Background: an optimization exercise with open tools, aiming at small area. Do not read the settings as production practice.
The RTL was checked by simulation tests, not by an equivalence proof against the original design.
Power and IR drop assume default switching activity.

== v35 ==
// sfs
module sfs (
    input  wire        clk,
    input  wire        rst,
    input  wire        s_valid,
    input  wire        s_err,
    input  wire [7:0]  s_data,
    output wire        s_ready,
    output wire        m_valid,
    input  wire        m_ready,
    output reg  [31:0] m_seconds_index,
    output reg  [63:0] m_energy_count,
    output reg  [63:0] m_power,
    output reg  [63:0] m_power_l1,
    output reg  [63:0] m_power_l2,
    output reg  [63:0] m_power_l3,
    output reg  [15:0] m_voltage_l1,
    output reg  [15:0] m_voltage_l2,
    output reg  [15:0] m_voltage_l3,
    input  wire [63:0] ts_in,
    output reg  [63:0] m_timestamp,
    output wire        io_error,
    output wire        diag_valid,
    output reg  [1:0]  diag_reason
);
    localparam [1:0] ST_HUNT   = 2'd0;
    localparam [1:0] ST_ACC    = 2'd1;
    localparam [1:0] ST_EMIT   = 2'd2;
    localparam [1:0] ST_FAILED = 2'd3;
    reg  [1:0] st;
    reg  [8:0] pos;       
    reg  [2:0] run;       
    reg [15:0] crc;       
    reg [15:0] crc_sv;    
    reg        em_ok;     
    wire hunt = (st == ST_HUNT);
    wire acc  = (st == ST_ACC);
    assign s_ready    = !rst && !st[1];
    assign m_valid    = !rst && (st == ST_EMIT);
    assign io_error   = (st == ST_FAILED);
    assign diag_valid = |diag_reason;
    wire take   = s_valid && s_ready;
    wire take_b = take && !s_err;
    wire take_e = take && s_err;
    wire wr     = take_b && acc;
    function [15:0] crc16_byte;
        input [15:0] c_in;
        input [7:0]  b;
        integer k;
        reg [15:0] c;
        begin
            c = c_in ^ {8'h00, b};
            for (k = 0; k < 8; k = k + 1)
                c = c[0] ? ((c >> 1) ^ 16'h8408) : (c >> 1);
            crc16_byte = c;
        end
    endfunction
    wire        is_esc   = (s_data == 8'h1b);
    wire        is_soh   = (s_data == 8'h01);
  ...
Size: ~1300 cells after synthesis, ~550 I/O pins, roughly 16000 um^2 of cells after synthesis.
clock: 10.0 ns
lec_check: 0
cap_margin: 20
core_margin: 2
core_utilization: 60
place_density: 0.7
slew_margin: 20
synth_memory_max_bits: 8192
standard.sh (not shown) runs the stock make flow with config.mk's settings and CLKGATE_MAP_FILE= SYNTH_SCRIPT=/design/flow/synth_recipe.tcl, a recipe that flattens the netlist after the stock synthesis.
==> flow/flow/run.sh <==
#!/bin/bash
# Standard layout (standard.sh's make command), except:
# - synthesis maps the logic with an area-oriented ABC script (flow/synth.tcl),
# - the port buffers are the smallest buffer cell instead of the one
#   buffer_ports picks by default,
# - the clock tree is built from clkbuf_8 cells with sink clusters of at most
#   12 flip-flops.
set -euo pipefail
here=$(pwd)
export AREA_ABC_SCRIPT=$here/flow/area.script
export BUFFER_PORTS_ARGS="-buffer_cell sky130_fd_sc_hd__buf_1"
export CTS_ARGS="-sink_clustering_enable -repair_clock_nets -sink_clustering_size 12 -sink_clustering_max_diameter 50 -buf_list sky130_fd_sc_hd__clkbuf_8"
sed "s#SYNTH_SCRIPT=[^ ]*#SYNTH_SCRIPT=$here/flow/synth.tcl#" standard.sh > own.sh
grep -q "SYNTH_SCRIPT=$here/flow/synth.tcl" own.sh
bash own.sh > own.log 2>&1
==> flow/flow/area.script <==
&get -n
&st
&deepsyn -T 20
&dch
&nf -R 1000 -p
&put
==> flow/flow/synth.tcl <==
# The standard flow's synthesis script (synth_recipe.tcl), with ABC's technology mapping
# run by an area-oriented script (flow/area.script) instead of ORFS's speed
# script, which also buffers and upsizes; the layout repairs drive strength
# later anyway. Registers are mapped before ABC, so they are unchanged.
proc synth {args} { yosys synth -nofsm -noshare {*}$args }
proc abc {args} {
  set i [lsearch $args -script]
  if {$i >= 0} {
    set args [lreplace $args $i [expr {$i + 1}] -script $::env(AREA_ABC_SCRIPT)]
  }
  yosys abc {*}$args
}
source $::env(SCRIPTS_DIR)/synth.tcl
# left out here: clear keep_hierarchy, flatten, clean up, hide names made inside functions, write 1_2_yosys.v
--- input diff v35..v36 ---
# v35
export LEC_CHECK = 0
export CAP_MARGIN = 20
export CORE_MARGIN = 2
export CORE_UTILIZATION = 60
export PLACE_DENSITY = 0.7
export SLEW_MARGIN = 20
export SYNTH_MEMORY_MAX_BITS = 8192
create_clock -name core_clock -period 10.0 [get_ports {clk}]
# v36
export LEC_CHECK = 0
export CAP_MARGIN = 20
export CORE_MARGIN = 2
export CORE_UTILIZATION = 40
export SLEW_MARGIN = 20
export SYNTH_MEMORY_MAX_BITS = 8192
create_clock -name core_clock -period 10.0 [get_ports {clk}]
==> flow/flow/run.sh <==
#!/bin/bash
# Standard layout, except: the port buffers are the smallest buffer cell
# instead of the one buffer_ports picks by default, and the clock tree is
# built from clkbuf_8 cells with sink clusters of at most 12 flip-flops.
set -euo pipefail
export BUFFER_PORTS_ARGS="-buffer_cell sky130_fd_sc_hd__buf_1"
export CTS_ARGS="-sink_clustering_enable -repair_clock_nets -sink_clustering_size 12 -sink_clustering_max_diameter 50 -buf_list sky130_fd_sc_hd__clkbuf_8"
bash standard.sh > standard.log 2>&1
removed: flow/flow/area.script
removed: flow/flow/synth.tcl
Per the final summary, v36 finished and its layout is clean on timing, DRC and antenna. Diff v35 -> v36: total cell area at the placement stage went up by about 4%; non-clock buffer count essentially unchanged; via count of the first global-routing pass increased 381; sequential cell count flat. v35 vs v36, capture point of the worst path: pos[8] vs s_ready. Run comparison: v35 kind of critical path in -> reg; v36 kind of critical path in -> out.
Input changes introduced in v51 (baseline for comparison: v36):
# v36
export LEC_CHECK = 0
export CAP_MARGIN = 20
export CORE_MARGIN = 2
export CORE_UTILIZATION = 40
export SLEW_MARGIN = 20
export SYNTH_MEMORY_MAX_BITS = 8192
create_clock -name core_clock -period 10.0 [get_ports {clk}]
# v51
export LEC_CHECK = 0
export CAP_MARGIN = 0
export CORE_MARGIN = 2
export CORE_UTILIZATION = 60
export PLACE_DENSITY = 0.7
export SLEW_MARGIN = 0
export SYNTH_MEMORY_MAX_BITS = 8192
create_clock -name core_clock -period 10.0 [get_ports {clk}]
==> flow/flow/run.sh <==
#!/bin/bash
# Standard layout (standard.sh's make command), except:
# - synthesis maps the logic with an area-oriented ABC script (flow/synth.tcl),
# - the port buffers are the smallest buffer cell instead of the one
#   buffer_ports picks by default,
# - the clock tree is built from clkbuf_8 cells with sink clusters of at most
#   12 flip-flops.
set -euo pipefail
here=$(pwd)
export AREA_ABC_SCRIPT=$here/flow/area.script
export BUFFER_PORTS_ARGS="-buffer_cell sky130_fd_sc_hd__buf_1"
export CTS_ARGS="-sink_clustering_enable -repair_clock_nets -sink_clustering_size 12 -sink_clustering_max_diameter 50 -buf_list sky130_fd_sc_hd__clkbuf_8"
sed "s#SYNTH_SCRIPT=[^ ]*#SYNTH_SCRIPT=$here/flow/synth.tcl#" standard.sh > own.sh
grep -q "SYNTH_SCRIPT=$here/flow/synth.tcl" own.sh
bash own.sh > own.log 2>&1
==> flow/flow/area.script (new file) <==
&get -n
&st
&deepsyn -T 20
&dch
&nf -R 1000 -p
&put
==> flow/flow/synth.tcl (new file) <==
# The standard flow's synthesis script (synth_recipe.tcl), with ABC's technology mapping
# run by an area-oriented script (flow/area.script) instead of ORFS's speed
# script, which also buffers and upsizes; the layout repairs drive strength
# later anyway. Registers are mapped before ABC, so they are unchanged.
proc synth {args} { yosys synth -nofsm -noshare {*}$args }
proc abc {args} {
  set i [lsearch $args -script]
  if {$i >= 0} {
    set args [lreplace $args $i [expr {$i + 1}] -script $::env(AREA_ABC_SCRIPT)]
  }
  yosys abc {*}$args
}
source $::env(SCRIPTS_DIR)/synth.tcl
# left out here: clear keep_hierarchy, flatten, clean up, hide names made inside functions, write 1_2_yosys.v
==> comparison <==
v51 finished every stage and its layout cleared the timing, design-rule and antenna checks.
Via-per-instance ratio ends up lower on v36.
Met1 routing resource usage after global routing delta for v51 relative to v36: 15 points higher
Looking at arrival time at the worst endpoint, v51 sits 2.90 ns above v36.
v51 ends up with lower final area than v36 does.
Where total power is concerned, v36 is outperformed by v51.
Diff v36 -> v51: area added between synthesis and finish rose by 1.6 points, period utilization rose 4.3 points, total wirelength of the detailed-routed design now smaller, setup slack fell by 0.43 ns.
On sum of net half-perimeters after detailed placement, v51 and v36 are neck and neck.
The number of filler cells placed in the layout reported for v51 is smaller than that of v36 by about 50%.
Setup changes, v51 to v22
# v51
export LEC_CHECK = 0
export CAP_MARGIN = 0
export CORE_MARGIN = 2
export CORE_UTILIZATION = 60
export PLACE_DENSITY = 0.7
export SLEW_MARGIN = 0
export SYNTH_MEMORY_MAX_BITS = 8192
create_clock -name core_clock -period 10.0 [get_ports {clk}]
# v22
export LEC_CHECK = 0
export CAP_MARGIN = 20
export CORE_MARGIN = 2
export CORE_UTILIZATION = 70
export PLACE_DENSITY = 0.8
export SLEW_MARGIN = 20
export SYNTH_MEMORY_MAX_BITS = 8192
create_clock -name core_clock -period 10.0 [get_ports {clk}]
--- a/flow/flow/run.sh
+++ b/flow/flow/run.sh
@@ -11,3 +11,3 @@
 export BUFFER_PORTS_ARGS="-buffer_cell sky130_fd_sc_hd__buf_1"
-export CTS_ARGS="-sink_clustering_enable -repair_clock_nets -sink_clustering_size 12 -sink_clustering_max_diameter 50 -buf_list sky130_fd_sc_hd__clkbuf_8"
+export CTS_ARGS="-sink_clustering_enable -repair_clock_nets -sink_clustering_size 12 -sink_clustering_max_diameter 60 -buf_list sky130_fd_sc_hd__clkbuf_8"
 sed "s#SYNTH_SCRIPT=[^ ]*#SYNTH_SCRIPT=$here/flow/synth.tcl#" standard.sh > own.sh
Results
First-pass GRT wire length went down slightly going from v51 to v22.
Between v51 and v22, sequential share of layout area increased.
The run with more setup slack is v51; v22 has less.
Final period demand of the worst path in v22 vs v51: up 0.56 ns

## static timing again, ports no longer ideal
In the flow no input, the clock included, has a driving cell. The finished layouts below were timed again as built, in two steps.
Step 1 (the two cells are an assumption about what drives the block):
set clk [get_ports {clk}]
set_driving_cell -lib_cell sky130_fd_sc_hd__clkbuf_16 $clk
set_driving_cell -lib_cell sky130_fd_sc_hd__buf_2 [delete_from_list [all_inputs] $clk]
Step 2 moves the port delays by t, midway between the first and last clock arrival at a register: inputs arrive t later, outputs are due t later. That takes back most of the time a late clock gives input paths.
a / b / c = no drivers / after step 1 / after step 2; a / b = the first two.
run	t (ns)	setup slack, ns	clock arrival spread, ns	worst data-port slew with drivers (ns)	pins driven straight from the clock port
v35	0.629	4.016 / 4.040 / 3.411	0.034 / 0.035	0.12	1
v36	0.690	5.079 / 5.046 / 4.448	0.032 / 0.033	0.05	1
v51	0.631	4.651 / 4.676 / 4.045	0.018 / 0.018	0.15	1
v22	0.633	4.087 / 4.100 / 3.467	0.028 / 0.028	0.13	1
After both steps setup and hold are still met in every run listed. For v36, which loses most, drivers alone change the setup slack by -0.033 ns; drivers and shift together by -0.631 ns.
